From an optimization exercise on the open Yosys and OpenROAD flow, aimed at small area and few clock cycles; shortcuts taken in it are not production practice. RTL that was checked went through simulation tests only; none was proved equivalent to the original. No functional check of the RTL was part of run 4. Power and IR drop assume default switching activity.

<file path="flow/design.v">
module ice_node (
    input  wire        clk,
    input  wire        rst,
    input  wire        stored_addr_valid,
    input  wire [15:0] stored_addr,
    input  wire        channel_init_ok,
    input  wire        timer_arm_ok,
    input  wire [1:0]  thermal_status,
    input  wire        rx_valid,
    input  wire [7:0]  rx_data,
    output wire        rx_ready,
    input  wire        cmd_valid,
    input  wire [2:0]  cmd_op,
    input  wire [2:0]  cmd_idx,
    input  wire [15:0] cmd_dest,
    input  wire [15:0] cmd_x,
    input  wire [15:0] cmd_y,
    input  wire [15:0] cmd_z,
    output wire        cmd_ready,
    output wire        tx_valid,
    output wire [7:0]  tx_data,
    input  wire        tx_ready,
    output reg         rpt_valid,
    output reg  [7:0]  rpt_code,
    output wire [31:0] rpt_info,
    output wire        pwm_valid,
    output wire [2:0]  pwm_idx,
    output wire        pwm_ch,
    output wire [7:0]  pwm_level
);
    function [15:0] crc_step;
        input [15:0] crc;
        input [7:0]  b;
        reg   [7:0]  tmp;
        begin
            tmp      = crc[15:8] ^ b;
            tmp      = tmp ^ (tmp >> 4);
            crc_step = (crc << 8) ^ ({8'd0, tmp} << 12) ^ ({8'd0, tmp} << 5) ^ {8'd0, tmp};
        end
    endfunction
    localparam [15:0] CRC_AFTER_VER = 16'hF1D1;
    wire        boot_ok   = channel_init_ok & timer_arm_ok;
    wire [15:0] node_addr = stored_addr_valid ? stored_addr : 16'h0010;
    assign rx_ready = boot_ok & ~rst;
    wire   rx_fire  = rx_valid & rx_ready;
    reg    busy;          
    assign cmd_ready = boot_ok & ~rst & ~busy;
    wire   cmd_fire  = cmd_valid & cmd_ready;
    localparam [2:0] V_PEER  = 3'd0;    
    localparam [2:0] V_MAGIC = 3'd1;    
    localparam [2:0] V_OK    = 3'd2;    
    localparam [2:0] V_VER   = 3'd3;    
    localparam [2:0] V_ADDR  = 3'd4;    
    localparam [2:0] V_UNK   = 3'd5;    
    localparam [2:0] V_RANGE = 3'd6;    
    localparam [2:0] V_SOL   = 3'd7;    
    reg [3:0]  cnt;           
    reg [15:0] crc;
    reg [2:0]  v;
    reg        cb;            
    reg [31:0] info;          
    wire take = rx_fire & ((cnt != 4'd0) | (rx_data == 8'hC5));
    wire last = rx_fire & (cnt == 4'd15);
    wire [15:0] dest_rx  = {rx_data, info[7:0]};
    wire        addr_ok  = (dest_rx == 16'hFFFF) || (dest_rx == node_addr);
    wire        cb_now   = cb | (rx_data != crc[15:8]);
    wire        frame_ok = ~cb_now;      
    assign rpt_info = info;
    always @(posedge clk) begin
        if (rst) begin
            cnt <= 4'd0;
        end else if (take) begin
            cnt <= cnt + 4'd1;
        end
    end
    always @(posedge clk) begin
        if (take) begin
            if (cnt[3:2] == 2'b00)
                crc <= 16'hFFFF;
            else if (cnt <= 4'd13)
                crc <= crc_step(crc, rx_data);
        end
    end
    always @(posedge clk) begin
        if (take) begin
            case (cnt)
                4'd1: v <= (rx_data == 8'h34) ? V_OK : V_MAGIC;
                4'd3: if (v == V_OK && !addr_ok) v <= V_ADDR;
                4'd4: if ((v == V_OK || v == V_ADDR) && rx_data != 8'h01) v <= V_VER;
                4'd5: if (v == V_OK) v <= (rx_data == 8'h10) ? V_PEER :
                                          (rx_data == 8'h11) ? V_SOL : V_UNK;
                4'd6: if (v == V_SOL) v <= (rx_data < 8'd6)    ? V_OK :
                                          (rx_data == 8'hFF)   ? V_SOL : V_RANGE;
                4'd7, 4'd8: if (v == V_SOL && rx_data != 8'h00) v <= V_RANGE;
                default: ;
            endcase
        end
    end
    always @(posedge clk) begin
        if (take) begin
            if (cnt == 4'd14) cb <= (rx_data != crc[7:0]);
            if (cnt == 4'd15) cb <= cb_now;
        end
    end
    always @(posedge clk) begin
        if (rst) begin
            info <= 32'd0;
        end else if (take) begin
            case (cnt)
                4'd1: info <= {24'd0, rx_data};
                4'd2: if (v == V_OK) info[7:0]  <= rx_data;
                4'd3: if (v == V_OK) info[15:8] <= rx_data;
                4'd4: if ((v == V_OK || v == V_ADDR) && rx_data != 8'h01)
                          info[15:0] <= {8'd0, rx_data};
                4'd5: if (v == V_OK && rx_data != 8'h10 && rx_data != 8'h11)
                          info[15:0] <= {8'd0, rx_data};
                4'd6: begin
                    if (v == V_PEER) info[23:16] <= rx_data;
                    if (v == V_SOL)  info[15:0]  <= {8'd0, rx_data};
                end
                4'd7: if (v == V_PEER || v == V_OK) info[31:24] <= rx_data;
                4'd8: if (v == V_PEER || v == V_OK) info[15:8]  <= rx_data;
                4'd9: if (v == V_PEER) info[7:0] <= rx_data;
                4'd14: if (v != V_MAGIC && rx_data != crc[7:0])
                          info[23:0] <= {rx_data, crc};
                4'd15: if (v != V_MAGIC && cb_now) begin
                          info[31:24] <= rx_data;
                          if (!cb) info[23:0] <= {crc[7:0], crc};
                      end
                default: ;
            endcase
        end
    end
    always @(posedge clk) begin
        if (rst)
            rpt_valid <= ~boot_ok;
        else
            rpt_valid <= last && (cb_now || (v != V_OK && v != V_SOL));
    end
    always @(*) begin
        if (!boot_ok)
            rpt_code = channel_init_ok ? 8'hF1 : 8'hF0;
        else if (v == V_MAGIC)
            rpt_code = 8'h01;
        else if (cb)
            rpt_code = 8'h02;
        else
            rpt_code = {3'd0, v == V_PEER, 1'b0, v};
    end
    reg [5:0]  act_en;
    reg [5:0]  act_s;
    reg [7:0]  act_m [0:5];
    reg [11:0] pend;          
    wire do_set  = last && frame_ok && (v == V_OK);
    wire do_halt = last && frame_ok && (v == V_SOL);
    wire [2:0]  sid  = info[2:0];
    wire [15:0] sval = {info[15:8], info[31:24]};
    reg [7:0] new_m;
    always @(*) begin
        if (sval[15])
            new_m = (sval[15:8] == 8'hFF && sval[7:0] != 8'd0) ? (8'd0 - sval[7:0]) : 8'd255;
        else
            new_m = (sval[15:8] == 8'd0) ? sval[7:0] : 8'd255;
    end
    wire new_s = sval[15];
    reg [3:0] psel;
    integer p;
    always @(*) begin
        psel = 4'd0;
        for (p = 11; p >= 0; p = p - 1)
            if (pend[p]) psel = p[3:0];
    end
    wire       pend_any = (pend != 12'd0);
    wire [2:0] ridx     = pend_any ? psel[3:1] : sid;
    wire [7:0] rd_m     = act_m[ridx];
    wire       rd_s     = act_s[ridx];
    assign pwm_valid = pend_any;
    assign pwm_idx   = psel[3:1];
    assign pwm_ch    = psel[0];
    assign pwm_level = (psel[0] == rd_s) ? rd_m : 8'd0;
    wire [7:0] old_hi = rd_s  ? 8'd0 : rd_m;
    wire [7:0] old_lo = rd_s  ? rd_m : 8'd0;
    wire [7:0] new_hi = new_s ? 8'd0 : new_m;
    wire [7:0] new_lo = new_s ? new_m : 8'd0;
    integer i;
    always @(posedge clk) begin
        if (rst) begin
            act_en <= 6'h3F;
            pend   <= 12'd0;
            for (i = 0; i < 6; i = i + 1)
                act_m[i] <= 8'd0;
        end else begin
            if (pend_any)
                pend[psel] <= 1'b0;
            if (do_halt) begin
                for (i = 0; i < 6; i = i + 1)
                    if (act_en[i] && act_m[i] != 8'd0) begin
                        act_m[i] <= 8'd0;
                        pend[2*i + act_s[i]] <= 1'b1;
                    end
            end else if (do_set) begin
                for (i = 0; i < 6; i = i + 1)
                    if (sid == i && act_en[i]) begin
                        act_m[i]    <= new_m;
                        act_s[i]    <= new_s;
                        pend[2*i]   <= (old_hi != new_hi);
                        pend[2*i+1] <= (old_lo != new_lo);
                    end
            end
            if (cmd_fire && cmd_op[2:1] == 2'b00 && cmd_idx < 3'd6)
                act_en[cmd_idx] <= ~cmd_op[0];
        end
    end
    reg [3:0]  tc;
    reg [1:0]  ttype;         
    reg [1:0]  th;
    reg [15:0] tcrc;          
    reg [15:0] tx_x, tx_y, tx_z;
    assign tx_valid = busy;
    wire ann   = (ttype == 2'd0);
    wire accel = (ttype == 2'd3);
    reg [7:0] txd;
    always @(*) begin
        case (tc)
            4'd0:  txd = 8'hC5;
            4'd1:  txd = 8'h34;
            4'd2:  txd = tcrc[7:0];
            4'd3:  txd = tcrc[15:8];
            4'd4:  txd = 8'h01;
            4'd5:  txd = {6'b000100, ttype};
            4'd6:  txd = ann ? node_addr[7:0]  : tx_x[7:0];
            4'd7:  txd = ann ? node_addr[15:8] : tx_x[15:8];
            4'd8:  txd = ann ? 8'h12 : accel ? tx_y[7:0]  : 8'd0;
            4'd9:  txd = ann ? {6'd0, th} : accel ? tx_y[15:8] : 8'd0;
            4'd10: txd = accel ? tx_z[7:0]  : 8'd0;
            4'd11: txd = accel ? tx_z[15:8] : 8'd0;
            4'd14: txd = tcrc[7:0];
            4'd15: txd = tcrc[15:8];
            default: txd = 8'd0;
        endcase
    end
    assign tx_data = txd;
    always @(posedge clk) begin
        if (rst) begin
            busy  <= boot_ok;
            tc    <= 4'd0;
            ttype <= 2'd0;
            th    <= thermal_status;
            tcrc  <= 16'hFFFF;
        end else if (busy) begin
            if (tx_ready) begin
                tc <= tc + 4'd1;
                if (tc == 4'd15)
                    busy <= 1'b0;
                if (tc == 4'd4)
                    tcrc <= CRC_AFTER_VER;
                else if (tc >= 4'd5 && tc <= 4'd13)
                    tcrc <= crc_step(tcrc, txd);
            end
        end else if (cmd_fire) begin
            case (cmd_op)
                3'd2, 3'd5: begin
                    busy  <= 1'b1;
                    ttype <= 2'd0;
                    th    <= thermal_status;
                    tcrc  <= 16'hFFFF;
                end
                3'd3, 3'd4: begin
                    busy  <= 1'b1;
                    ttype <= {1'b1, cmd_op[2]};
                    tcrc  <= cmd_dest;
                end
                default: ;
            endcase
        end
    end
    always @(posedge clk) begin
        if (cmd_fire) begin
            tx_x <= cmd_x;
            tx_y <= cmd_y;
            tx_z <= cmd_z;
        end
    end
endmodule
</file>
<file path="flow/run.sh">
#!/bin/bash
# synth_recipe.tcl (not shown) runs the flow's synth.tcl, then flattens the netlist and writes it again
# the make line also repeats each setting of config.mk as NAME=value (left out here)
make -C /OpenROAD-flow-scripts/flow DESIGN_CONFIG=/design/flow/config.mk WORK_HOME=/design/flow/orfs CLKGATE_MAP_FILE= SYNTH_SCRIPT=/design/flow/synth_recipe.tcl finish
</file>
<file path="flow/config.mk">
export PLATFORM = sky130hd
export DESIGN_NAME = ice_node
export DESIGN_NICKNAME = ice_node
export VERILOG_FILES = /design/flow/design.v
export SDC_FILE = /design/flow/constraint.sdc
export NUM_CORES = 4
export LEC_CHECK = 0
export CAP_MARGIN = 20
export CORE_MARGIN = 2
export CORE_UTILIZATION = 40
export PLACE_DENSITY = 0.6
export SLEW_MARGIN = 20
</file>
<file path="flow/constraint.sdc">
create_clock -name core_clock -period 6.5 [get_ports {clk}]
set_input_delay 1.3000 -clock core_clock [delete_from_list [all_inputs] [get_ports {clk}]]
set_output_delay 1.3000 -clock core_clock [all_outputs]
set_load 0.01 [all_outputs]
</file>
==> metrics.sh, run 1 <==
CRITICAL_PATH.MAX_STAGE_DELAY_NS=0.68
TOTALPOWERFINAL_mW=3.01
DIE-HEIGHT_MICRONS=178
SYNTHARSTFLOPSHARE_PCT=0
DETAILROUTE.VIA_COUNT=11638
PLACEMENTROWS=63
CTS-RESIZED-GATES=0
SYNTH_AREA_LEADER_CELL='sky130_fd_sc_hd__dfxtp_1'
INITIALDRTVIOLATIONCOUNT=1125
NUMBER_OF_BUFFERS_ADDED_BY_THE_CLOCK_TREE_SYNTHESIS_STEP=24
FINALSETUPTNS_NS=0
SYNTH_TOP_FLOP_CELL='sky130_fd_sc_hd__dfxtp_1'
VDD_IR_DROP_MAX_mV=0.153
WL_MICRONS=39600
TIMING_HOLD_VIOLATIONS_FINAL=0
TOP_FAMILY_BY_DELAY_ON_CRITICAL_PATH='simple AND/OR/NAND/NOR gates'
CRITPATHCAPTURETYPE='output pin'
VIA_COUNT_OF_THE_FIRST_GLOBAL_ROUTING_PASS=11085
WORSTHOLDPATHTYPE='flip-flop to flip-flop'
LAYOUT.CORE_UTILIZATION_PCT=49.9
MASTER_CELL_OF_THE_CLOCK_ROOT_BUFFER='sky130_fd_sc_hd__clkbuf_16'
PATH_BUF_INV=2
FLOORPLAN.DIE_AREA_SQ_MM=0.0316
GRT_FIRST_PASS_WIRELENGTH_MICRONS=61800
MAX_CAP_VIOLATIONS=0
SYNTH_AREA_SQ_MM=0.0121
CTS_MAX_PATH_BUFFERS=3
IO_PINS=169
SKEW_NS=0.0148
INSERTEDDIODECOUNT=0
STATUS='timing/DRC/antenna clean'
YOSYSMOSTFREQUENTCELL='sky130_fd_sc_hd__nor2_1'
LAYOUT-AREA-OVERHEAD-VS-SYNTH_PCT=22.5
MAX_FREQ_MHz=181
TIMING.CRITICAL_PATH.FROM_TYPE='flip-flop'
GRT_START_MAX_NET_PINS=73
INITIAL_CORE_UTIL_PCT=40.7
PORTBUFFERS=167
GRT_SETUP_UNREPAIRED='no'
CTS_SETUP_BUFFERS=0
NUM-NETS-FINAL=1677
CTS.SINK_COUNT=202
SYNTH.LIB_CELLS_USED.DISTINCT=87
WORST_HOLD_SLACK_AFTER_FINAL_LAYOUT_NS=0.486
HORIZONTAL_DIE_DIMENSION_MICRONS=178
CLK_PIN_SLEW_WORST_PATHS_NS=0.07
SYNTH_SEQ_CELLS=202
FIRST_DRT_PASS_ITERATION_COUNT=6
NUMBER_OF_ANTENNA_VIOLATIONS_AT_THE_FIRST_CHECK_IN_GLOBAL_ROUTING=0
SYNTH.NET_COUNT=1566
YOSYS-TOP-CELLS-COUNT='171 x sky130_fd_sc_hd__nor2_1, 156 x sky130_fd_sc_hd__nand2_1, 126 x sky130_fd_sc_hd__dfxtp_1'
CORE_OUTLINE_AREA_SQ_MM=0.0297
TIMING_MAX_TRANSITION_VIOLATIONS_FINAL=0
FINAL_PERIOD_MINUS_WORST_SETUP_SLACK_NS=5.54
VIAS_PER_CELL=5.93
POSTROUTEANTENNANETS=0
CP_MAX_FO=16
SYNTH.AREA.TOP_CELLS='sky130_fd_sc_hd__dfxtp_1 21%, sky130_fd_sc_hd__edfxtp_1 19%, sky130_fd_sc_hd__nor2_1 5.3%'
SYNTH.AVG_CELL_AREA_SQ_UM=8.38
WORST_PIN_SLEW_NS=1.13
SYNTH_CELLS=1443
DETAIL_ROUTE.DRC_VIOLATIONS=0
SETUP_VIOL_COUNT_FINAL=0
PATH_CLASS='flip-flop to output pin'
OVERFLOW=0
CELLPOWERDENSITY_mW_PER_MM2=203
WORST-ENDPOINT-ARRIVAL_NS=4.24
CTS_TREE='built'
POST-SYNTH-TOP-AREA-FRACTION_PCT=20.9
GLOBALROUTETOTALUTIL_PCT=24.7
CTS_HOLD_BUF=0
CRIT_CHAIN='nor4_1 > nand4_1 > o21ai_2 > mux2_2 > a221oi_2 > buf_4 > xnor2_1 > nor2_1 > clkdlybuf4s50_1'
PLACE.DETAILED.HPWL_MICRONS=29000
LAYOUT-DRIVE-GT1-SHARE_PCT=6.42
CRITPATHREQUIREDTIME_NS=5.20
YS.WARNINGS.COUNT=2
PERIOD_UTILISATION_LAYOUT_PCT=85.2
EDFF_COUNT_SYNTH=76
CLOCK_LATENCY_NS=0.53
PLACE.GP.CONGESTION=0.952
CRITICAL_PATH.SLOWEST_CELL='sky130_fd_sc_hd__nor4_1'
CTS-HTREE-LEVELS=1
DETAIL_ROUTE.WL_PER_CELL_MICRONS=20.2
SLEW_HEADROOM_PCT=24.1
POWER.STATIC_LEAKAGE_nW=5.05
SEQ_AREA_FRAC_SYNTH_PCT=39.7
## final timing paths
path	depth (start not counted)	start	to	slack, ns
worst max-delay path	9	pend[4]$_SDFF_PP0_	pwm_level[4]	0.96
worst min-delay path	2	act_m[1][2]$_SDFFE_PP0P_	act_m[1][2]$_SDFFE_PP0P_	0.49
worst max register to register	11	pend[4]$_SDFF_PP0_	pend[6]$_SDFF_PP0_	2.25
worst min register to register	2	act_m[1][2]$_SDFFE_PP0P_	act_m[1][2]$_SDFFE_PP0P_	0.49
## report_power, final
group / internal, mW / switching, mW
Sequential: 1.32 / 0.00740
Clock: 0.849 / 0.556
Combinational: 0.132 / 0.144
## tightest hold or removal path: cells and delay by family, from the launching register on
kind            cells  cell delay, ns
flops               1            0.32
simple gates        1            0.06
compound gates      1            0.06
## cell type report
class / instances / area, sq um
Inverter: 40 / 150
Fill cell: 2855 / 14900
Timing Repair Buffer: 182 / 1780
Clock inverter: 11 / 116
Multi-Input combinational cell: 1104 / 6770
Tap cell: 390 / 488
Sequential cell: 202 / 4800
Clock buffer: 33 / 711
## registers in the layout, summed over array words and instances (netlist names)
signal     flops
pend          12
act_s          6
info          32
crc           16
ttype          2
th             2
tx_z          16
v              3
tc             4
cb             1
tx_x          16
tcrc          16
cnt            4
busy           1
tx_y          16
act_en         6
rpt_valid      1
act_m         48
## layer usage
| layer | vias to the layer above | track usage (%) | wire, microns |
|---|---|---|---|
| li1 | 5543 | - | - |
| met1 | 5527 | 34.2 | 17700 |
| met2 | 489 | 39.0 | 18000 |
| met3 | 79 | 4.11 | 2690 |
| met4 | 0 | 8.40 | 1240 |
| met5 | - | 0 | 0 |
## placed cells by master, fill, tap and decap left out, types with 9 or more instances in the layout
| cell type | instances |
|---|---|
| sky130_fd_sc_hd__o211ai_1 | 9 |
| sky130_fd_sc_hd__ha_1 | 19 |
| sky130_fd_sc_hd__o221ai_1 | 13 |
| sky130_fd_sc_hd__a211oi_1 | 19 |
| sky130_fd_sc_hd__nor4_1 | 25 |
| sky130_fd_sc_hd__edfxtp_1 | 76 |
| sky130_fd_sc_hd__clkbuf_16 | 27 |
| sky130_fd_sc_hd__a221oi_1 | 16 |
| sky130_fd_sc_hd__nor2_1 | 170 |
| sky130_fd_sc_hd__a22oi_1 | 34 |
| sky130_fd_sc_hd__nor2b_1 | 18 |
| sky130_fd_sc_hd__xnor2_1 | 55 |
| sky130_fd_sc_hd__buf_4 | 15 |
| sky130_fd_sc_hd__nand2b_1 | 9 |
| sky130_fd_sc_hd__and2_1 | 13 |
| sky130_fd_sc_hd__nand4_1 | 17 |
| sky130_fd_sc_hd__dfxtp_1 | 126 |
| sky130_fd_sc_hd__nor3_1 | 30 |
| sky130_fd_sc_hd__a31oi_1 | 34 |
| sky130_fd_sc_hd__mux2_2 | 14 |
| sky130_fd_sc_hd__inv_1 | 33 |
| sky130_fd_sc_hd__nand3_1 | 93 |
| sky130_fd_sc_hd__nand2_1 | 156 |
| sky130_fd_sc_hd__o21ai_0 | 62 |
| sky130_fd_sc_hd__xor2_1 | 24 |
| sky130_fd_sc_hd__o22ai_1 | 13 |
| sky130_fd_sc_hd__clkdlybuf4s50_1 | 166 |
| sky130_fd_sc_hd__mux2i_1 | 21 |
| sky130_fd_sc_hd__a21oi_1 | 95 |
## per-stage QoR
step                      instance area [sq um]  std cells  setup slack, ns
after CTS                                 14800       1961             1.01
after global placement                    14000       1917             1.48
after floorplan                           12100       1443             2.16
after global routing                      14800       1962            0.678
final                                     14800       1962            0.961
after detailed placement                  14000       1917             1.47
## cell families (layout without fill, tap and decap cells)
logic type                 count (synthesis)  in the layout  share of synthesized area [%]
and+or+nand+nor                          579            579                           22.4
AOI/OAI and AO/OA                        390            390                           22.4
DFF                                      202            202                           39.7
buffers and inverters                    137            266                           4.50
xor gates and xnor gates                  80             80                           5.91
muxes                                     35             35                           3.04
adders and majority gates                 19             19                           1.97
other                                      1              1                         0.0310
Testbench counts, summed over its fixed seeds: cycles 13,116.
==> run 2, diff against run 1 <==
--- a/flow/design.v
+++ b/flow/design.v
@@ -150,7 +150,8 @@
     reg [5:0]  act_en;
     reg [5:0]  act_s;
     reg [7:0]  act_m [0:5];
-    reg [11:0] pend;          
+    reg [5:0]  hpend;         
+    reg        ph, pl;        
     wire do_set  = last && frame_ok && (v == V_OK);
     wire do_halt = last && frame_ok && (v == V_SOL);
     wire [2:0]  sid  = info[2:0];
@@ -162,50 +163,58 @@
         else
             new_m = (sval[15:8] == 8'd0) ? sval[7:0] : 8'd255;
     end
-    wire new_s = sval[15];
-    reg [3:0] psel;
+    wire new_s  = sval[15];
+    wire new_nz = (sval != 16'd0);
+    reg [2:0] hsel;
     integer p;
     always @(*) begin
-        psel = 4'd0;
-        for (p = 11; p >= 0; p = p - 1)
-            if (pend[p]) psel = p[3:0];
-    end
-    wire       pend_any = (pend != 12'd0);
-    wire [2:0] ridx     = pend_any ? psel[3:1] : sid;
-    wire [7:0] rd_m     = act_m[ridx];
-    wire       rd_s     = act_s[ridx];
-    assign pwm_valid = pend_any;
-    assign pwm_idx   = psel[3:1];
-    assign pwm_ch    = psel[0];
-    assign pwm_level = (psel[0] == rd_s) ? rd_m : 8'd0;
-    wire [7:0] old_hi = rd_s  ? 8'd0 : rd_m;
-    wire [7:0] old_lo = rd_s  ? rd_m : 8'd0;
-    wire [7:0] new_hi = new_s ? 8'd0 : new_m;
-    wire [7:0] new_lo = new_s ? new_m : 8'd0;
+        hsel = 3'd0;
+        for (p = 5; p >= 0; p = p - 1)
+            if (hpend[p]) hsel = p[2:0];
+    end
+    wire h_any = (hpend != 6'd0);
+    wire [2:0] ridx = h_any ? hsel : sid;
+    wire [7:0] rd_m = act_m[ridx];
+    wire       rd_s = act_s[ridx];
+    assign pwm_valid = h_any | ph | pl;
+    assign pwm_idx   = ridx;
+    assign pwm_ch    = h_any ? rd_s : ~ph;
+    assign pwm_level = (h_any || (pwm_ch != rd_s)) ? 8'd0 : rd_m;
+    wire eq_m   = (rd_m == new_m);
+    wire old_nz = (rd_m != 8'd0);
+    wire hi_ev  = (rd_s == new_s) ? (~rd_s & ~eq_m) : (rd_s ? new_nz : old_nz);
+    wire lo_ev  = (rd_s == new_s) ? ( rd_s & ~eq_m) : (rd_s ? old_nz : new_nz);
+    wire set_en = act_en[sid];
     integer i;
     always @(posedge clk) begin
         if (rst) begin
             act_en <= 6'h3F;
-            pend   <= 12'd0;
+            hpend  <= 6'd0;
+            ph     <= 1'b0;
+            pl     <= 1'b0;
             for (i = 0; i < 6; i = i + 1)
                 act_m[i] <= 8'd0;
         end else begin
-            if (pend_any)
-                pend[psel] <= 1'b0;
+            if (h_any)
+                hpend[hsel] <= 1'b0;
+            if (ph)
+                ph <= 1'b0;
+            else
+                pl <= 1'b0;
             if (do_halt) begin
                 for (i = 0; i < 6; i = i + 1)
-                    if (act_en[i] && act_m[i] != 8'd0) begin
+                    if (act_en[i]) begin
                         act_m[i] <= 8'd0;
-                        pend[2*i + act_s[i]] <= 1'b1;
+                        hpend[i] <= (act_m[i] != 8'd0);
                     end
-            end else if (do_set) begin
+            end else if (do_set && set_en) begin
                 for (i = 0; i < 6; i = i + 1)
-                    if (sid == i && act_en[i]) begin
-                        act_m[i]    <= new_m;
-                        act_s[i]    <= new_s;
-                        pend[2*i]   <= (old_hi != new_hi);
-                        pend[2*i+1] <= (old_lo != new_lo);
+                    if (sid == i) begin
+                        act_m[i] <= new_m;
+                        act_s[i] <= new_s;
                     end
+                ph         <= hi_ev;
+                pl         <= lo_ev;
             end
             if (cmd_fire && cmd_op[2:1] == 2'b00 && cmd_idx < 3'd6)
                 act_en[cmd_idx] <= ~cmd_op[0];
==> flow/flow/run.sh (new file) <==
#!/bin/bash
# Standard layout, with the port buffers made of the smallest buffer cell.
set -euo pipefail
export BUFFER_PORTS_ARGS="-buffer_cell sky130_fd_sc_hd__buf_1"
bash standard.sh > standard.log 2>&1
==> flow/standard.sh (new file) <==
#!/bin/bash
# synth_recipe.tcl (not shown) runs the flow's synth.tcl, then flattens the netlist and writes it again
# the make line also repeats each setting of config.mk as NAME=value (left out here)
make -C /OpenROAD-flow-scripts/flow DESIGN_CONFIG=/design/flow/config.mk WORK_HOME=/design/flow/orfs CLKGATE_MAP_FILE= SYNTH_SCRIPT=/design/flow/synth_recipe.tcl "${@:-finish}"
removed: flow/run.sh
==> run 2 against run 1 <==
Against the previous run:
- cell count fell by 8.2%
- critical endpoint is now pwm_level[7]
- still clean on timing, DRC and antenna
- sequential share of layout area is 4.4 points higher
- utilization decreased by 4.7 points
- hold slack improved by 0.014 ns
- clock-buffer cell count decreased by 14
- largest cell class unchanged
- synthesized area shrank 5.0%
- register-to-register slack gained 0.56 ns
- highest routed layer is now met5
- critical path depth stayed put
==> metrics.sh, run 2 <==
LAYOUT-DRIVE-GT1-SHARE_PCT=6.00  # was 6.42%
HOLD_PATH_END='pl$_SDFF_PP0_'  # was act_m[1][2]$_SDFFE_PP0P_
TOP_REGISTER='act_m'  # unchanged
CTS_SETUP_BUFFERS=0  # unchanged
SIMPLE_GATE_FRACTION_OF_SYNTH_AREA_PCT=22.0  # was 22.4%
DETAIL_ROUTE.DRC_VIOLATIONS=0  # unchanged
CTS_MAX_PATH_BUFFERS=2  # was 3
EDFF_COUNT_SYNTH=76  # unchanged
LARGEST_REGISTER_FFS=48  # unchanged
SYNTH_COMPOUND_AREA_SHARE_PCT=19.5  # was 22.4%
NUMBER_OF_BUFFERS_ADDED_BY_THE_CLOCK_TREE_SYNTHESIS_STEP=17  # was 24
CRIT-REG2REG-LAUNCH='tc[0]$_SDFFE_PP0P_'  # was pend[4]$_SDFF_PP0_
SYNTH.LIB_CELLS_USED.DISTINCT=98  # was 87
DETAILROUTE.VIA_COUNT=10513  # was 11638
SYNTH.NET_COUNT=1414  # was 1566
PRECTSSETUPSLACK_NS=1.95  # was 1.47 ns
TIMING.CRITICAL_PATH.FROM_TYPE='flip-flop'  # unchanged
PLACEMENTROWS=62  # was 63
CTS_TREE='built'  # unchanged
CELLPOWERDENSITY_mW_PER_MM2=202  # was 203 mW/mm^2
WORST-ENDPOINT-ARRIVAL_NS=3.42  # was 4.24 ns
INITIALDRTVIOLATIONCOUNT=942  # was 1125
SYNTH_SEQ_CELLS=198  # was 202
VIA_COUNT_OF_THE_FIRST_GLOBAL_ROUTING_PASS=9633  # was 11085
CLK_PIN_SLEW_WORST_PATHS_NS=0.07  # about the same
PLACE.DETAILED.HPWL_MICRONS=25900  # was 29000 microns
CORE_OUTLINE_AREA_SQ_MM=0.0285  # was 0.0297 sq mm
VIAS_PER_CELL=5.84  # was 5.93
PORTBUFFERS=167  # unchanged
SYNTHARSTFLOPSHARE_PCT=0  # unchanged
LAYOUT.CORE_UTILIZATION_PCT=45.1  # was 49.9%
SYNTH_AREA_LEADER_CELL='sky130_fd_sc_hd__dfxtp_1'  # unchanged
INITIAL_CORE_UTIL_PCT=40.3  # was 40.7%
SETUP_VIOL_COUNT_FINAL=0  # unchanged
WORST_R2R_ENDPOINT='tcrc[3]$_SDFFE_PP1P_'  # was pend[6]$_SDFF_PP0_
FLOORPLAN.DIE_AREA_SQ_MM=0.0301  # was 0.0316 sq mm
WL_MICRONS=35300  # was 39600 microns
YOSYS-MUX-AREA-FRACTION_PCT=4.97  # was 3.04%
SYNTH.AREA.TOP_CELLS='sky130_fd_sc_hd__dfxtp_1 21%, sky130_fd_sc_hd__edfxtp_1 20%, sky130_fd_sc_hd__nor2_1 5.6%'  # was sky130_fd_sc_hd__dfxtp_1 21%, sky130_fd_sc_hd__edfxtp_1 19%, sky130_fd_sc_hd__nor2_1 5.3%
MAIN_COMBINATIONAL_CELL_FAMILY_BY_AREA_AFTER_SYNTHESIS='simple AND/OR/NAND/NOR gates'  # unchanged
MASTER_CELL_OF_THE_CLOCK_ROOT_BUFFER='sky130_fd_sc_hd__clkbuf_16'  # unchanged
SYNTH.AVG_CELL_AREA_SQ_UM=8.88  # was 8.38 sq um
YOSYS-TOP-CELLS-COUNT='171 x sky130_fd_sc_hd__nor2_1, 122 x sky130_fd_sc_hd__dfxtp_1, 93 x sky130_fd_sc_hd__nand2_1'  # was 171 x sky130_fd_sc_hd__nor2_1, 156 x sky130_fd_sc_hd__nand2_1, 126 x sky130_fd_sc_hd__dfxtp_1
SYNTH_FA_HA_AREA_SHARE_PCT=1.74  # was 1.97%
LAYOUT_COMMON_CELLS='171 x sky130_fd_sc_hd__nor2_1, 166 x sky130_fd_sc_hd__buf_1, 122 x sky130_fd_sc_hd__dfxtp_1'  # was 170 x sky130_fd_sc_hd__nor2_1, 166 x sky130_fd_sc_hd__clkdlybuf4s50_1, 156 x sky130_fd_sc_hd__nand2_1
REGISTER_TO_REGISTER_SETUP_SLACK_NS=2.81  # was 2.25 ns
STATUS='timing/DRC/antenna clean'  # unchanged
INSERTEDDIODECOUNT=0  # unchanged
OVERFLOW=0  # unchanged
HOLDCRITSTARTPOINT='pl$_SDFF_PP0_'  # was act_m[1][2]$_SDFFE_PP0P_
SYNTH_CELLS=1294  # was 1443
CP_MAX_FO=14  # was 16
MAX_FREQ_MHz=212  # was 181 MHz
CRITICAL_PATH.SLOWEST_CELL='sky130_fd_sc_hd__a221oi_4'  # was sky130_fd_sc_hd__nor4_1
CTS-HTREE-LEVELS=4  # was 1
WORST_PIN_SLEW_NS=1.05  # was 1.13 ns
GLOBALROUTETOTALUTIL_PCT=22.9  # was 24.7%
PLACE.GP.CONGESTION=0.909  # was 0.952
VDD_IR_DROP_MAX_mV=0.162  # was 0.153 mV
SLEW_HEADROOM_PCT=29.6  # was 24.1%
YOSYSMOSTFREQUENTCELL='sky130_fd_sc_hd__nor2_1'  # unchanged
POST-SYNTH-TOP-AREA-FRACTION_PCT=21.3  # was 20.9%
TOP_FAMILY_BY_DELAY_ON_CRITICAL_PATH='compound AO/OA/AOI/OAI gates'  # was simple AND/OR/NAND/NOR gates
GRT_FIRST_PASS_WIRELENGTH_MICRONS=54700  # was 61800 microns
POST-ROUTE-WORST-SETUP-SLACK_NS=1.78  # was 0.961 ns
FIRST_DRT_PASS_ITERATION_COUNT=5  # was 6
PATH_CLASS='flip-flop to output pin'  # unchanged
GRT_SETUP_UNREPAIRED='no'  # unchanged
LAYOUT-AREA-OVERHEAD-VS-SYNTH_PCT=11.9  # was 22.5%
SYNTH_AREA_SQ_MM=0.0115  # was 0.0121 sq mm
TIMING_HOLD_VIOLATIONS_FINAL=0  # unchanged
SYNTH_TOP_FLOP_CELL='sky130_fd_sc_hd__dfxtp_1'  # unchanged
HOLD-PATH-CELL-COUNT=2  # unchanged
MAX_CAP_VIOLATIONS=0  # unchanged
TIMING_MAX_TRANSITION_VIOLATIONS_FINAL=0  # unchanged
POWER.STATIC_LEAKAGE_nW=4.49  # was 5.05 nW
POST_SYNTH_XOR_AREA_FRACTION_PCT=6.19  # was 5.91%
CTS.SINK_COUNT=198  # was 202
PERIOD_UTILISATION_LAYOUT_PCT=72.6  # was 85.2%
SKEW_NS=0.0159  # was 0.0148 ns
YS.WARNINGS.COUNT=2  # unchanged
MOSTFREQUENTLAYOUTCELL='sky130_fd_sc_hd__nor2_1'  # unchanged
DETAIL_ROUTE.WL_PER_CELL_MICRONS=19.6  # was 20.2 microns
CRITICAL_PATH.MAX_STAGE_DELAY_NS=0.57  # was 0.68 ns
REG2REG_DEPTH=11  # unchanged
FINALSETUPTNS_NS=0  # unchanged
FINAL_PERIOD_MINUS_WORST_SETUP_SLACK_NS=4.72  # was 5.54 ns
WORSTHOLDPATHTYPE='flip-flop to flip-flop'  # unchanged
CLOCK_LATENCY_NS=0.44  # was 0.53 ns
PATH_BUF_INV=1  # was 2
CTS-RESIZED-GATES=0  # unchanged
FINAL.FILL_COUNT=2872  # was 2855
LAYOUT_TOP_REGISTERS='act_m x48, info x32'  # unchanged
CRITPATHREQUIREDTIME_NS=5.20  # about the same
DIE-HEIGHT_MICRONS=173  # was 178 microns
POSTROUTEANTENNANETS=0  # unchanged
GRT_START_MAX_NET_PINS=61  # was 73
NUM-NETS-FINAL=1524  # was 1677
IO_PINS=169  # unchanged
CRITPATHCAPTURETYPE='output pin'  # unchanged
SEQ_AREA_FRAC_SYNTH_PCT=41.1  # was 39.7%
CTS_HOLD_BUF=0  # unchanged
HORIZONTAL_DIE_DIMENSION_MICRONS=173  # was 178 microns
CRIT_CHAIN='nand2b_1 > a221oi_4 > nor2_4 > mux4_2 > a22oi_4 > xnor2_1 > nand2_1 > nor2_1 > buf_1'  # was nor4_1 > nand4_1 > o21ai_2 > mux2_2 > a221oi_2 > buf_4 > xnor2_1 > nor2_1 > clkdlybuf4s50_1
NUMBER_OF_ANTENNA_VIOLATIONS_AT_THE_FIRST_CHECK_IN_GLOBAL_ROUTING=1  # was 0
==> run 2: cell types whose count changed after synthesis, moves of 7 or more <==
cell                       delta
sky130_fd_sc_hd__a21oi_1     -26
sky130_fd_sc_hd__a22oi_1     -10
sky130_fd_sc_hd__a31oi_1      -9
sky130_fd_sc_hd__and3_1       +7
sky130_fd_sc_hd__buf_2       +13
sky130_fd_sc_hd__clkbuf_1    -24
sky130_fd_sc_hd__mux2_2      -14
sky130_fd_sc_hd__mux2i_1     +30
sky130_fd_sc_hd__nand2_1     -63
sky130_fd_sc_hd__nand3_1     -42
sky130_fd_sc_hd__nor3_1      +10
sky130_fd_sc_hd__o221ai_1     -7
sky130_fd_sc_hd__xnor2_1      -7
==> run 2: cells by family after synthesis <==
group / count (synthesis)
simple gates: 501
other cells: 1
flops: 198
compound gates: 325
mux: 54
xor+xnor: 77
buf+inv: 122
fa+ha+maj: 16
==> run 2: how the worst max path moves through the flow <==
stage	start	endpoint	slack, ns	cells after the start
after floorplan	channel_init_ok	tcrc[5]$_SDFFE_PP1P_	2.27	9
after global placement	rx_data[5]	act_m[0][6]$_SDFFE_PP0P_	2.13	9
after detailed placement	rx_data[5]	act_m[0][4]$_SDFFE_PP0P_	1.95	9
after CTS	hpend[5]$_SDFF_PP0_	pwm_level[7]	1.79	9
after global routing	hpend[5]$_SDFF_PP0_	pwm_level[1]	1.55	9
final	hpend[5]$_SDFF_PP0_	pwm_level[7]	1.78	9
==> run 2: layout make-up <==
class	instances	area, sq um	share of cell area [%]
multi-input combinational	974	6250	48.7
inverter	36	135	1.05
clock buffer	19	433	3.37
sequential	198	4720	36.8
tap	384	480	3.74
clock inverter	13	115	0.896
timing repair buffer	177	706	5.49
==> run 2: routing by layer <==
layer / part of all wire [%] / vias to the layer above / global-route usage, %
met3: 6.5 / 85 / 4.21
li1: - / 4986 / -
met1: 45 / 5000 / 31.3
met5: 0.037 / - / 0
met4: 3.5 / 2 / 9.96
met2: 45 / 440 / 35.6
==> run 2: worst reg2reg max path, cell delays in order (launching register included) <==
cell,delay [ns]
sky130_fd_sc_hd__dfxtp_1,0.37
sky130_fd_sc_hd__inv_1,0.12
sky130_fd_sc_hd__ha_1,0.52
sky130_fd_sc_hd__a22oi_1,0.29
sky130_fd_sc_hd__a21oi_1,0.10
sky130_fd_sc_hd__a211oi_1,0.49
sky130_fd_sc_hd__o221ai_1,0.39
sky130_fd_sc_hd__xor2_1,0.46
sky130_fd_sc_hd__xnor2_1,0.25
sky130_fd_sc_hd__a21oi_1,0.23
sky130_fd_sc_hd__nor2_1,0.06
sky130_fd_sc_hd__a211o_1,0.30
==> run 2: per-stage QoR <==
| stage | instance area [sq um] | instances | power (mW) | hold slack, ns |
|---|---|---|---|---|
| after floorplan | 11500 | 1294 | 1.52 | 0.456 |
| after global placement | 12300 | 1769 | 1.61 | 0.482 |
| after detailed placement | 12300 | 1769 | 1.61 | 0.491 |
| after CTS | 12800 | 1801 | 2.61 | 0.501 |
| after global routing | 12800 | 1801 | 2.69 | 0.512 |
| final | 12800 | 1801 | 2.60 | 0.499 |
==> run 2: where the power goes <==
part           total [mW]  internal [mW]  switching, mW
clock network        1.01          0.505          0.509
registers            1.31           1.30         0.0162
logic               0.269          0.102          0.167
total                2.60           1.91          0.692
Testbench counts of run 2, summed over its fixed seeds: cycles 13,116.
==> run 3, diff against run 2 <==
==> flow/run.sh (new file) <==
#!/bin/bash
# synth_recipe.tcl (not shown) runs the flow's synth.tcl, then flattens the netlist and writes it again
# the make line also repeats each setting of config.mk as NAME=value (left out here)
make -C /OpenROAD-flow-scripts/flow DESIGN_CONFIG=/design/flow/config.mk WORK_HOME=/design/flow/orfs CLKGATE_MAP_FILE= SYNTH_SCRIPT=/design/flow/synth_recipe.tcl finish
removed: flow/flow/run.sh
removed: flow/standard.sh
==> run 3 against run 2 <==
Against the previous run:
- still clean on timing, DRC and antenna
- global-route usage rose by 0.67 points
- clock-buffer cell count fell by 2
- clock skew fell by 0.0024 ns
==> metrics.sh, run 3 <==
REGISTER_TO_REGISTER_SETUP_SLACK_NS=2.86  # was 2.81 ns
YOSYSMOSTFREQUENTCELL='sky130_fd_sc_hd__nor2_1'  # unchanged
MAX_CAP_VIOLATIONS=0  # unchanged
CLOCK_LATENCY_NS=0.47  # was 0.44 ns
EDFF_COUNT_SYNTH=76  # unchanged
PERIOD_UTILISATION_LAYOUT_PCT=80.6  # was 72.6%
POST-ROUTE-WORST-SETUP-SLACK_NS=1.26  # was 1.78 ns
NUMBER_OF_BUFFERS_ADDED_BY_THE_CLOCK_TREE_SYNTHESIS_STEP=17  # unchanged
SETUP_VIOL_COUNT_FINAL=0  # unchanged
WORST-ENDPOINT-ARRIVAL_NS=3.94  # was 3.42 ns
CORE_OUTLINE_AREA_SQ_MM=0.0285  # unchanged
PLACEMENTROWS=62  # unchanged
SYNTH_SEQ_CELLS=198  # unchanged
LAYOUT_COMMON_CELLS='171 x sky130_fd_sc_hd__nor2_1, 166 x sky130_fd_sc_hd__clkdlybuf4s50_1, 122 x sky130_fd_sc_hd__dfxtp_1'  # was 171 x sky130_fd_sc_hd__nor2_1, 166 x sky130_fd_sc_hd__buf_1, 122 x sky130_fd_sc_hd__dfxtp_1
SYNTHARSTFLOPSHARE_PCT=0  # unchanged
OVERFLOW=0  # unchanged
DETAIL_ROUTE.WL_PER_CELL_MICRONS=20.0  # was 19.6 microns
FLOORPLAN.DIE_AREA_SQ_MM=0.0301  # unchanged
PLACE.GP.CONGESTION=0.897  # was 0.909
IO_PINS=169  # unchanged
SLEW_HEADROOM_PCT=33.3  # was 29.6%
CTS_SETUP_BUFFERS=0  # unchanged
CLK_PIN_SLEW_WORST_PATHS_NS=0.08  # was 0.07 ns
MAX_FREQ_MHz=191  # was 212 MHz
DETAIL_ROUTE.DRC_VIOLATIONS=0  # unchanged
LAYOUT-AREA-OVERHEAD-VS-SYNTH_PCT=21.8  # was 11.9%
WORST_R2R_ENDPOINT='tcrc[5]$_SDFFE_PP1P_'  # was tcrc[3]$_SDFFE_PP1P_
PATH_CLASS='flip-flop to output pin'  # unchanged
HORIZONTAL_DIE_DIMENSION_MICRONS=173  # unchanged
SYNTH_FA_HA_AREA_SHARE_PCT=1.74  # unchanged
SKEW_NS=0.0135  # was 0.0159 ns
CP_MAX_FO=16  # was 14
TIMING_HOLD_VIOLATIONS_FINAL=0  # unchanged
FINAL_CELL_COUNT_NO_FILL=1806  # was 1801
STATUS='timing/DRC/antenna clean'  # unchanged
POSTROUTEANTENNANETS=0  # unchanged
INITIAL_CORE_UTIL_PCT=40.3  # unchanged
SEQ_AREA_FRAC_SYNTH_PCT=41.1  # unchanged
GRT_START_MAX_NET_PINS=83  # was 61
SYNTH.NET_COUNT=1414  # unchanged
FINAL_PERIOD_MINUS_WORST_SETUP_SLACK_NS=5.24  # was 4.72 ns
FINALSETUPTNS_NS=0  # unchanged
SYNTH_CELLS=1294  # unchanged
YS.WARNINGS.COUNT=2  # unchanged
SYNTH_AREA_LEADER_CELL='sky130_fd_sc_hd__dfxtp_1'  # unchanged
HOLDCRITSTARTPOINT='pl$_SDFF_PP0_'  # unchanged
LARGEST_REGISTER_FFS=48  # unchanged
REG2REG_DEPTH=8  # was 11
YOSYS-TOP-CELLS-COUNT='171 x sky130_fd_sc_hd__nor2_1, 122 x sky130_fd_sc_hd__dfxtp_1, 93 x sky130_fd_sc_hd__nand2_1'  # unchanged
NUMBER_OF_ANTENNA_VIOLATIONS_AT_THE_FIRST_CHECK_IN_GLOBAL_ROUTING=1  # unchanged
POST-SYNTH-TOP-AREA-FRACTION_PCT=21.3  # unchanged
LAYOUT_TOP_REGISTERS='act_m x48, info x32'  # unchanged
GLOBALROUTETOTALUTIL_PCT=23.6  # was 22.9%
FIRST_DRT_PASS_ITERATION_COUNT=5  # unchanged
TIMING_MAX_TRANSITION_VIOLATIONS_FINAL=0  # unchanged
WORST_PIN_SLEW_NS=0.993  # was 1.05 ns
VDD_IR_DROP_MAX_mV=0.179  # was 0.162 mV
INITIALDRTVIOLATIONCOUNT=1045  # was 942
INSERTEDDIODECOUNT=0  # unchanged
SYNTH_AREA_SQ_MM=0.0115  # unchanged
LAYOUT-DRIVE-GT1-SHARE_PCT=6.47  # was 6.00%
VIA_COUNT_OF_THE_FIRST_GLOBAL_ROUTING_PASS=9972  # was 9633
CTS_MAX_PATH_BUFFERS=2  # unchanged
PLACE.DETAILED.HPWL_MICRONS=26300  # was 25900 microns
MAIN_COMBINATIONAL_CELL_FAMILY_BY_AREA_AFTER_SYNTHESIS='simple AND/OR/NAND/NOR gates'  # unchanged
HOLD_PATH_END='pl$_SDFF_PP0_'  # unchanged
CTS_HOLD_BUF=0  # unchanged
PLACED_CELLS=1773  # was 1769
TOP_REGISTER='act_m'  # unchanged
PRECTSSETUPSLACK_NS=1.39  # was 1.95 ns
GRT_SETUP_UNREPAIRED='no'  # unchanged
CRITPATHCAPTURETYPE='output pin'  # unchanged
SYNTH_TOP_FLOP_CELL='sky130_fd_sc_hd__dfxtp_1'  # unchanged
DIE-HEIGHT_MICRONS=173  # unchanged
POST_SYNTH_XOR_AREA_FRACTION_PCT=6.19  # unchanged
SYNTH.AVG_CELL_AREA_SQ_UM=8.88  # unchanged
CRIT-REG2REG-LAUNCH='tc[3]$_SDFFE_PP0P_'  # was tc[0]$_SDFFE_PP0P_
CTS_TREE='built'  # unchanged
PORTBUFFERS=167  # unchanged
SYNTH.LIB_CELLS_USED.DISTINCT=98  # unchanged
NUM-NETS-FINAL=1529  # was 1524
SYNTH_COMPOUND_AREA_SHARE_PCT=19.5  # unchanged
HOLD-PATH-CELL-COUNT=2  # unchanged
SIMPLE_GATE_FRACTION_OF_SYNTH_AREA_PCT=22.0  # unchanged
WORSTHOLDPATHTYPE='flip-flop to flip-flop'  # unchanged
POWER.STATIC_LEAKAGE_nW=4.98  # was 4.49 nW
VIAS_PER_CELL=5.82  # was 5.84
TIMING.CRITICAL_PATH.FROM_TYPE='flip-flop'  # unchanged
CTS-HTREE-LEVELS=4  # unchanged
CELLPOWERDENSITY_mW_PER_MM2=197  # was 202 mW/mm^2
MOSTFREQUENTLAYOUTCELL='sky130_fd_sc_hd__nor2_1'  # unchanged
GRT_FIRST_PASS_WIRELENGTH_MICRONS=56100  # was 54700 microns
YOSYS-MUX-AREA-FRACTION_PCT=4.97  # unchanged
CTS.SINK_COUNT=198  # unchanged
MASTER_CELL_OF_THE_CLOCK_ROOT_BUFFER='sky130_fd_sc_hd__clkbuf_16'  # unchanged
SYNTH.AREA.TOP_CELLS='sky130_fd_sc_hd__dfxtp_1 21%, sky130_fd_sc_hd__edfxtp_1 20%, sky130_fd_sc_hd__nor2_1 5.6%'  # unchanged
DETAILROUTE.VIA_COUNT=10509  # was 10513
WL_MICRONS=36100  # was 35300 microns
CRITPATHREQUIREDTIME_NS=5.20  # about the same
CTS-RESIZED-GATES=0  # unchanged
run 3: cells by family after synthesis:
group | count (synthesis)
and+or+nand+nor | 501
AOI/OAI and AO/OA | 325
DFF | 198
buffers and inverters | 122
xor gates and xnor gates | 77
muxes | 54
adders and majority gates | 16
other | 1
run 3: metal layers:
| layer | part of all wire (%) | track usage, % | up-vias |
|---|---|---|---|
| met3 | 7.0 | 4.23 | 66 |
| met4 | 2.5 | 8.05 | 2 |
| met2 | 46 | 37.9 | 434 |
| met1 | 44 | 32.1 | 5016 |
| li1 | - | - | 4991 |
| met5 | 0.044 | 0 | - |
run 3: power by group:
part / switching, mW / total [mW] / leakage, nW / internal [mW]
clock network: 0.590 / 1.12 / 0.299 / 0.532
registers: 0.0166 / 1.31 / 1.74 / 1.30
logic: 0.170 / 0.326 / 2.94 / 0.156
run 3: layout make-up:
type,instances,area (sq um)
fillers,2690,14500
repair buffers,182,1790
well taps,384,480
clock inverters,15,184
multi-input cells,974,6250
flip-flops and latches,198,4720
inverters,36,135
clock buffers,17,425
run 3: through the flow:
step,power [mW],util (%),hold WS (ns),area [sq um]
6_report,2.76,49.2,0.499,14000
5_1_grt,2.85,49.2,0.535,14000
4_1_cts,2.77,49.1,0.498,14000
3_5_place_dp,1.66,47.0,0.489,13400
3_3_place_gp,1.66,47.0,0.481,13400
2_1_floorplan,1.52,-,0.456,11500
run 3: how the worst max path moves through the flow:
stage | from | depth (start not counted) | endpoint
final | info[0]$_SDFFE_PP0P_ | 9 | pwm_level[4]
after global routing | info[0]$_SDFFE_PP0P_ | 9 | pwm_level[1]
after CTS | info[0]$_SDFFE_PP0P_ | 9 | pwm_level[0]
after detailed placement | stored_addr_valid | 7 | tx_data[1]
after global placement | stored_addr_valid | 7 | tx_data[1]
after floorplan | channel_init_ok | 9 | tcrc[5]$_SDFFE_PP1P_
run 3: worst max-delay path, cell delays in order (launching register included):
cell and delay, ns:
sky130_fd_sc_hd__dfxtp_1 0.84, sky130_fd_sc_hd__nor3b_1 0.41, sky130_fd_sc_hd__and2_4 0.25, sky130_fd_sc_hd__nor2_4 0.09, sky130_fd_sc_hd__mux4_2 0.51, sky130_fd_sc_hd__a22oi_4 0.31
sky130_fd_sc_hd__xnor2_1 0.22, sky130_fd_sc_hd__nand2_1 0.15, sky130_fd_sc_hd__nor2_1 0.17, sky130_fd_sc_hd__clkdlybuf4s50_1 0.54
==> run 4, diff against run 3 <==
--- a/flow/design.v
+++ b/flow/design.v
@@ -44,7 +44,9 @@
     assign rx_ready = boot_ok & ~rst;
     wire   rx_fire  = rx_valid & rx_ready;
     reg    busy;          
-    assign cmd_ready = boot_ok & ~rst & ~busy;
+    reg [3:0] cnt;        
+    reg    hm;
+    assign cmd_ready = boot_ok & ~rst & ~busy & ~hm & ~(rx_valid & (cnt == 4'd15));
     wire   cmd_fire  = cmd_valid & cmd_ready;
     localparam [2:0] V_PEER  = 3'd0;    
     localparam [2:0] V_MAGIC = 3'd1;    
@@ -54,7 +56,6 @@
     localparam [2:0] V_UNK   = 3'd5;    
     localparam [2:0] V_RANGE = 3'd6;    
     localparam [2:0] V_SOL   = 3'd7;    
-    reg [3:0]  cnt;           
     reg [15:0] crc;
     reg [2:0]  v;
     reg        cb;            
@@ -109,14 +110,14 @@
             case (cnt)
                 4'd1: info <= {24'd0, rx_data};
                 4'd2: if (v == V_OK) info[7:0]  <= rx_data;
-                4'd3: if (v == V_OK) info[15:8] <= rx_data;
+                4'd3: if (v == V_OK && !addr_ok) info[15:8] <= rx_data;
                 4'd4: if ((v == V_OK || v == V_ADDR) && rx_data != 8'h01)
                           info[15:0] <= {8'd0, rx_data};
                 4'd5: if (v == V_OK && rx_data != 8'h10 && rx_data != 8'h11)
-                          info[15:0] <= {8'd0, rx_data};
+                          info[7:0] <= rx_data;
                 4'd6: begin
                     if (v == V_PEER) info[23:16] <= rx_data;
-                    if (v == V_SOL)  info[15:0]  <= {8'd0, rx_data};
+                    if (v == V_SOL)  info[7:0]   <= rx_data;
                 end
                 4'd7: if (v == V_PEER || v == V_OK) info[31:24] <= rx_data;
                 4'd8: if (v == V_PEER || v == V_OK) info[15:8]  <= rx_data;
@@ -150,7 +151,8 @@
     reg [5:0]  act_en;
     reg [5:0]  act_s;
     reg [7:0]  act_m [0:5];
-    reg [5:0]  hpend;         
+    reg [2:0]  hk;            
+    reg        hz;            
     reg        ph, pl;        
     wire do_set  = last && frame_ok && (v == V_OK);
     wire do_halt = last && frame_ok && (v == V_SOL);
@@ -165,64 +167,60 @@
     end
     wire new_s  = sval[15];
     wire new_nz = (sval != 16'd0);
-    reg [2:0] hsel;
-    integer p;
-    always @(*) begin
-        hsel = 3'd0;
-        for (p = 5; p >= 0; p = p - 1)
-            if (hpend[p]) hsel = p[2:0];
-    end
-    wire h_any = (hpend != 6'd0);
-    wire [2:0] ridx = h_any ? hsel : sid;
-    wire [7:0] rd_m = act_m[ridx];
-    wire       rd_s = act_s[ridx];
-    assign pwm_valid = h_any | ph | pl;
+    wire [2:0] ridx  = hm ? hk : sid;
+    wire [7:0] rd_m  = act_m[ridx];
+    wire       rd_s  = act_s[ridx];
+    wire       rd_en = act_en[ridx];
+    wire       old_nz = (rd_m != 8'd0);
+    wire       h_ev   = hm & ~hz & rd_en & old_nz;
+    assign pwm_valid = h_ev | ph | pl;
     assign pwm_idx   = ridx;
-    assign pwm_ch    = h_any ? rd_s : ~ph;
-    assign pwm_level = (h_any || (pwm_ch != rd_s)) ? 8'd0 : rd_m;
+    assign pwm_ch    = hm ? rd_s : ~ph;
+    assign pwm_level = (hm || (pwm_ch != rd_s)) ? 8'd0 : rd_m;
     wire eq_m   = (rd_m == new_m);
-    wire old_nz = (rd_m != 8'd0);
     wire hi_ev  = (rd_s == new_s) ? (~rd_s & ~eq_m) : (rd_s ? new_nz : old_nz);
     wire lo_ev  = (rd_s == new_s) ? ( rd_s & ~eq_m) : (rd_s ? old_nz : new_nz);
-    wire set_en = act_en[sid];
+    wire       wr    = h_ev | hz | (do_set & rd_en);
+    wire [7:0] wdata = hm ? 8'd0 : new_m;
     integer i;
     always @(posedge clk) begin
         if (rst) begin
             act_en <= 6'h3F;
-            hpend  <= 6'd0;
+            hm     <= 1'b1;
+            hk     <= 3'd0;
+            hz     <= 1'b1;
             ph     <= 1'b0;
             pl     <= 1'b0;
-            for (i = 0; i < 6; i = i + 1)
-                act_m[i] <= 8'd0;
         end else begin
-            if (h_any)
-                hpend[hsel] <= 1'b0;
             if (ph)
                 ph <= 1'b0;
             else
                 pl <= 1'b0;
-            if (do_halt) begin
-                for (i = 0; i < 6; i = i + 1)
-                    if (act_en[i]) begin
-                        act_m[i] <= 8'd0;
-                        hpend[i] <= (act_m[i] != 8'd0);
-                    end
-            end else if (do_set && set_en) begin
-                for (i = 0; i < 6; i = i + 1)
-                    if (sid == i) begin
-                        act_m[i] <= new_m;
-                        act_s[i] <= new_s;
-                    end
-                ph         <= hi_ev;
-                pl         <= lo_ev;
+            if (hm) begin
+                hk <= hk + 3'd1;
+                if (hk == 3'd5) begin
+                    hm <= 1'b0;
+                    hz <= 1'b0;
+                end
+            end else if (do_halt) begin
+                hm <= 1'b1;
+                hk <= 3'd0;
             end
+            if (do_set && rd_en) begin
+                ph <= hi_ev;
+                pl <= lo_ev;
+            end
+            for (i = 0; i < 6; i = i + 1)
+                if (wr && ridx == i) begin
+                    act_m[i] <= wdata;
+                    if (!hm) act_s[i] <= new_s;
+                end
             if (cmd_fire && cmd_op[2:1] == 2'b00 && cmd_idx < 3'd6)
                 act_en[cmd_idx] <= ~cmd_op[0];
         end
     end
     reg [3:0]  tc;
     reg [1:0]  ttype;         
-    reg [1:0]  th;
     reg [15:0] tcrc;          
     reg [15:0] tx_x, tx_y, tx_z;
     assign tx_valid = busy;
@@ -240,7 +238,7 @@
             4'd6:  txd = ann ? node_addr[7:0]  : tx_x[7:0];
             4'd7:  txd = ann ? node_addr[15:8] : tx_x[15:8];
             4'd8:  txd = ann ? 8'h12 : accel ? tx_y[7:0]  : 8'd0;
-            4'd9:  txd = ann ? {6'd0, th} : accel ? tx_y[15:8] : 8'd0;
+            4'd9:  txd = ann ? {6'd0, tx_y[9:8]} : accel ? tx_y[15:8] : 8'd0;
             4'd10: txd = accel ? tx_z[7:0]  : 8'd0;
             4'd11: txd = accel ? tx_z[15:8] : 8'd0;
             4'd14: txd = tcrc[7:0];
@@ -254,7 +252,6 @@
             busy  <= boot_ok;
             tc    <= 4'd0;
             ttype <= 2'd0;
-            th    <= thermal_status;
             tcrc  <= 16'hFFFF;
         end else if (busy) begin
             if (tx_ready) begin
@@ -271,8 +268,7 @@
                 3'd2, 3'd5: begin
                     busy  <= 1'b1;
                     ttype <= 2'd0;
-                    th    <= thermal_status;
-                    tcrc  <= 16'hFFFF;
+                            tcrc  <= 16'hFFFF;
                 end
                 3'd3, 3'd4: begin
                     busy  <= 1'b1;
@@ -283,10 +279,11 @@
             endcase
         end
     end
-    always @(posedge clk) begin
-        if (cmd_fire) begin
+    wire ann_op = (cmd_op == 3'd2) || (cmd_op == 3'd5);
+    always @(posedge clk) begin
+        if (rst || cmd_fire) begin
             tx_x <= cmd_x;
-            tx_y <= cmd_y;
+            tx_y <= {cmd_y[15:10], (rst || ann_op) ? thermal_status : cmd_y[9:8], cmd_y[7:0]};
             tx_z <= cmd_z;
         end
     end
==> flow/flow/run.sh (new file) <==
#!/bin/bash
# Standard layout, with the port buffers made of the smallest buffer cell.
set -euo pipefail
export BUFFER_PORTS_ARGS="-buffer_cell sky130_fd_sc_hd__buf_1"
bash standard.sh > standard.log 2>&1
==> flow/standard.sh (new file) <==
#!/bin/bash
# synth_recipe.tcl (not shown) runs the flow's synth.tcl, then flattens the netlist and writes it again
# the make line also repeats each setting of config.mk as NAME=value (left out here)
make -C /OpenROAD-flow-scripts/flow DESIGN_CONFIG=/design/flow/config.mk WORK_HOME=/design/flow/orfs CLKGATE_MAP_FILE= SYNTH_SCRIPT=/design/flow/synth_recipe.tcl "${@:-finish}"
--- a/flow/config.mk
+++ b/flow/config.mk
@@ -8,5 +8,8 @@
 export CAP_MARGIN = 20
 export CORE_MARGIN = 2
 export CORE_UTILIZATION = 40
+export CTS_BUF_LIST = sky130_fd_sc_hd__clkbuf_8
+export CTS_CLUSTER_DIAMETER = 60
+export CTS_CLUSTER_SIZE = 10
 export PLACE_DENSITY = 0.6
 export SLEW_MARGIN = 20
removed: flow/run.sh
==> run 4 against run 3 <==
Against the previous run:
- highest routed layer is now met4
- clock power fell by 26%
- design area fell by 13%
- total power fell by 6.1%
- first-iteration DRC count fell by 14%
- global-route usage fell by 0.58 points
- clock skew rose by 0.00062 ns
- wire length fell by 6.6%
- critical path type unchanged
- flip-flop and latch count fell by 3
- synthesized area fell by 4.4%
==> metrics.sh, run 4 <==
SYNTHARSTFLOPSHARE_PCT=0  # unchanged
PLACE_AREA_SQ_MM=0.0118  # was 0.0134 sq mm
CTS_TREE='built'  # unchanged
CTS_HOLD_BUF=0  # unchanged
POST-ROUTE-CELL-AREA_SQ_MM=0.0122  # was 0.0140 sq mm
HORIZONTAL_DIE_DIMENSION_MICRONS=170  # was 173 microns
CLK_PIN_SLEW_WORST_PATHS_NS=0.11  # was 0.08 ns
POST-SYNTH-TOP-AREA-FRACTION_PCT=33.4  # was 21.3%
YS.WARNINGS.COUNT=2  # unchanged
DETAIL_ROUTE.DRC_VIOLATIONS=0  # unchanged
SYNTH_AREA_LEADER_CELL='sky130_fd_sc_hd__edfxtp_1'  # was sky130_fd_sc_hd__dfxtp_1
PLACE.GP.CONGESTION=0.896  # was 0.897
DETAILROUTE.VIA_COUNT=9489  # was 10509
DIE-HEIGHT_MICRONS=170  # was 173 microns
GRT_SETUP_UNREPAIRED='no'  # unchanged
PLACEMENTROWS=60  # was 62
CRITPATHCAPTURETYPE='output pin'  # unchanged
SYNTH.NET_COUNT=1287  # was 1414
EDFF_COUNT_SYNTH=122  # was 76
TOP_REGISTER='act_m'  # unchanged
NUMBER_OF_BUFFERS_ADDED_BY_THE_CLOCK_TREE_SYNTHESIS_STEP=17  # unchanged
CRITPATHREQUIREDTIME_NS=5.20  # about the same
WORST_PIN_SLEW_NS=1.03  # was 0.993 ns
SETUP_VIOL_COUNT_FINAL=0  # unchanged
IO_PINS=169  # unchanged
CORE_OUTLINE_AREA_SQ_MM=0.0270  # was 0.0285 sq mm
POWER.STATIC_LEAKAGE_nW=4.19  # was 4.98 nW
CTS_MAX_PATH_BUFFERS=2  # unchanged
VIA_COUNT_OF_THE_FIRST_GLOBAL_ROUTING_PASS=8869  # was 9972
FIRST_DRT_PASS_ITERATION_COUNT=5  # unchanged
SYNTH_SEQ_CELLS=195  # was 198
SYNTH_AREA_SQ_MM=0.0110  # was 0.0115 sq mm
CTS_SETUP_BUFFERS=0  # unchanged
NUM-NETS-FINAL=1398  # was 1529
OVERFLOW=0  # unchanged
INITIALDRTVIOLATIONCOUNT=898  # was 1045
CTS-RESIZED-GATES=0  # unchanged
FINALSETUPTNS_NS=0  # unchanged
GLOBALROUTETOTALUTIL_PCT=23.0  # was 23.6%
GRT_FIRST_PASS_WIRELENGTH_MICRONS=51200  # was 56100 microns
PERIOD_UTILISATION_LAYOUT_PCT=84.1  # was 80.6%
VIAS_PER_CELL=5.81  # was 5.82
PRECTSSETUPSLACK_NS=1.47  # was 1.39 ns
YOSYS-TOP-CELLS-COUNT='122 x sky130_fd_sc_hd__edfxtp_1, 122 x sky130_fd_sc_hd__nand2_1, 116 x sky130_fd_sc_hd__nor2_1'  # was 171 x sky130_fd_sc_hd__nor2_1, 122 x sky130_fd_sc_hd__dfxtp_1, 93 x sky130_fd_sc_hd__nand2_1
CTS-HTREE-LEVELS=4  # unchanged
CP_MAX_FO=24  # was 16
TOTAL_AREA_OF_MULTI_INPUT_COMBINATIONAL_CELLS_SQ_MM=0.00541  # was 0.00625 sq mm
PLACE.DETAILED.HPWL_MICRONS=24700  # was 26300 microns
POSTROUTEANTENNANETS=0  # unchanged
SYNTH.AVG_CELL_AREA_SQ_UM=9.40  # was 8.88 sq um
FINAL_PERIOD_MINUS_WORST_SETUP_SLACK_NS=5.47  # was 5.24 ns
POST-ROUTE-WORST-SETUP-SLACK_NS=1.03  # was 1.26 ns
MAX_FREQ_MHz=183  # was 191 MHz
TOTALPOWERFINAL_mW=2.59  # was 2.76 mW
SKEW_NS=0.0141  # was 0.0135 ns
LAYOUT-AREA-OVERHEAD-VS-SYNTH_PCT=11.0  # was 21.8%
SYNTH_CELLS=1168  # was 1294
MAX_CAP_VIOLATIONS=0  # unchanged
SYNTH.AREA.TOP_CELLS='sky130_fd_sc_hd__edfxtp_1 33%, sky130_fd_sc_hd__dfxtp_1 13%, sky130_fd_sc_hd__nand2_1 4.2%'  # was sky130_fd_sc_hd__dfxtp_1 21%, sky130_fd_sc_hd__edfxtp_1 20%, sky130_fd_sc_hd__nor2_1 5.6%
GRT_START_MAX_NET_PINS=82  # was 83
CTS.SINK_COUNT=195  # was 198
TIMING.CRITICAL_PATH.FROM_TYPE='flip-flop'  # unchanged
CELLPOWERDENSITY_mW_PER_MM2=213  # was 197 mW/mm^2
LAYOUT-DRIVE-GT1-SHARE_PCT=5.57  # was 6.47%
SEQ_AREA_FRAC_SYNTH_PCT=46.7  # was 41.1%
DETAIL_ROUTE.WL_PER_CELL_MICRONS=20.6  # was 20.0 microns
FLOORPLAN.DIE_AREA_SQ_MM=0.0288  # was 0.0301 sq mm
FF_LATCH_AREA_SQ_MM=0.00512  # was 0.00472 sq mm
SYNTH_TOP_FLOP_CELL='sky130_fd_sc_hd__edfxtp_1'  # was sky130_fd_sc_hd__dfxtp_1
INITIAL_CORE_UTIL_PCT=40.7  # was 40.3%
VDD_IR_DROP_MAX_mV=0.145  # was 0.179 mV
SYNTH.LIB_CELLS_USED.DISTINCT=85  # was 98
WORST_HOLD_SLACK_AFTER_FINAL_LAYOUT_NS=0.489  # was 0.499 ns
STATUS='timing/DRC/antenna clean'  # unchanged
SLEW_HEADROOM_PCT=29.9  # was 33.3%
PORTBUFFERS=167  # unchanged
FINAL.FILL_COUNT=2614  # was 2690
WORST-ENDPOINT-ARRIVAL_NS=4.17  # was 3.94 ns
TIMING_HOLD_VIOLATIONS_FINAL=0  # unchanged
PATH_CLASS='flip-flop to output pin'  # unchanged
CLOCK_LATENCY_NS=0.48  # was 0.47 ns
LARGEST_REGISTER_FFS=48  # unchanged
WORSTHOLDPATHTYPE='flip-flop to flip-flop'  # unchanged
WL_MICRONS=33700  # was 36100 microns
INSERTEDDIODECOUNT=0  # unchanged
MOSTFREQUENTLAYOUTCELL='sky130_fd_sc_hd__buf_1'  # was sky130_fd_sc_hd__nor2_1
NUMBER_OF_ANTENNA_VIOLATIONS_AT_THE_FIRST_CHECK_IN_GLOBAL_ROUTING=0  # was 1
TIMING_MAX_TRANSITION_VIOLATIONS_FINAL=0  # unchanged
LAYOUT_TOP_REGISTERS='act_m x48, info x32'  # unchanged
MASTER_CELL_OF_THE_CLOCK_ROOT_BUFFER='sky130_fd_sc_hd__clkbuf_8'  # was sky130_fd_sc_hd__clkbuf_16
LAYOUT_COMMON_CELLS='166 x sky130_fd_sc_hd__buf_1, 122 x sky130_fd_sc_hd__nand2_1, 122 x sky130_fd_sc_hd__edfxtp_1'  # was 171 x sky130_fd_sc_hd__nor2_1, 166 x sky130_fd_sc_hd__clkdlybuf4s50_1, 122 x sky130_fd_sc_hd__dfxtp_1
run 4: cell types whose count changed after synthesis, moves of 20 or more:
cell / delta
sky130_fd_sc_hd__nor2_1: -55
sky130_fd_sc_hd__dfxtp_1: -49
sky130_fd_sc_hd__edfxtp_1: +46
sky130_fd_sc_hd__mux2i_1: -32
sky130_fd_sc_hd__nand2_1: +29
sky130_fd_sc_hd__xnor2_1: -24
sky130_fd_sc_hd__nand3_1: -20
sky130_fd_sc_hd__xor2_1: +20
run 4: path summary, 6_finish.rpt:
check	startpoint	end	slack, ns	depth (start not counted)
max	hm$_SDFF_PP1_	pwm_valid	1.03	9
min	act_en[4]$_SDFFE_PP1P_	act_en[4]$_SDFFE_PP1P_	0.49	2
max reg2reg	hm$_SDFF_PP1_	act_m[5][4]$_DFFE_PP_	2.15	9
min reg2reg	act_en[4]$_SDFFE_PP1P_	act_en[4]$_SDFFE_PP1P_	0.49	2
run 4: power breakdown:
group / switching (mW) / internal (mW) / total [mW]
clock network: 0.478 / 0.355 / 0.833
logic: 0.255 / 0.138 / 0.393
registers: 0.0206 / 1.35 / 1.37
run 4: kinds of logic after synthesis:
kind of cell / after synthesis / synth area share, %
other: 1 / 0.0342
DFF: 195 / 46.7
AOI/OAI and AO/OA: 313 / 19.2
xor gates and xnor gates: 72 / 6.01
and+or+nand+nor: 437 / 19.9
adders and majority gates: 15 / 1.71
buffers and inverters: 114 / 4.38
muxes: 21 / 2.06
run 4: critical path, cell delays in order (launching register included):
cell and delay (ns):
sky130_fd_sc_hd__dfxtp_1 0.95, sky130_fd_sc_hd__mux2i_4 0.74, sky130_fd_sc_hd__inv_2 0.34, sky130_fd_sc_hd__nor3_1 0.36, sky130_fd_sc_hd__nor2_1 0.19, sky130_fd_sc_hd__o22ai_1 0.41, sky130_fd_sc_hd__nand4_1 0.17, sky130_fd_sc_hd__o21ai_1 0.22
sky130_fd_sc_hd__o21ai_0 0.14, sky130_fd_sc_hd__buf_1 0.16
run 4: final cells by class:
cell class,count,area share (%)
well taps,341,3.50
multi-input cells,859,44.3
repair buffers,180,5.95
flip-flops and latches,195,42.0
inverters,26,0.800
clock inverters,15,1.46
clock buffers,17,1.92
run 4: metrics by stage:
stage	instances	util, %
finish	1633	45.2
global route	1633	45.2
CTS	1633	45.1
detailed placement	1601	43.6
global placement	1601	43.6
floorplan	1168	-
run 4: per-layer routing:
| metal | wire [microns] | up-vias | global-route usage, % | share of wire (%) |
|---|---|---|---|---|
| li1 | - | 4529 | - | - |
| met1 | 15300 | 4590 | 32.6 | 45 |
| met2 | 15800 | 334 | 36.5 | 47 |
| met3 | 2140 | 36 | 4.24 | 6.3 |
| met4 | 459 | 0 | 5.57 | 1.4 |
| met5 | 0 | - | 0 | 0 |

Check on run 4: ideal ports give 1.033 ns setup slack; a clkbuf_16 on the clock port and buf_2 on the inputs give 0.986 ns; moving port delays by the midpoint clock arrival (0.522 ns) as well gives 1.507 ns.
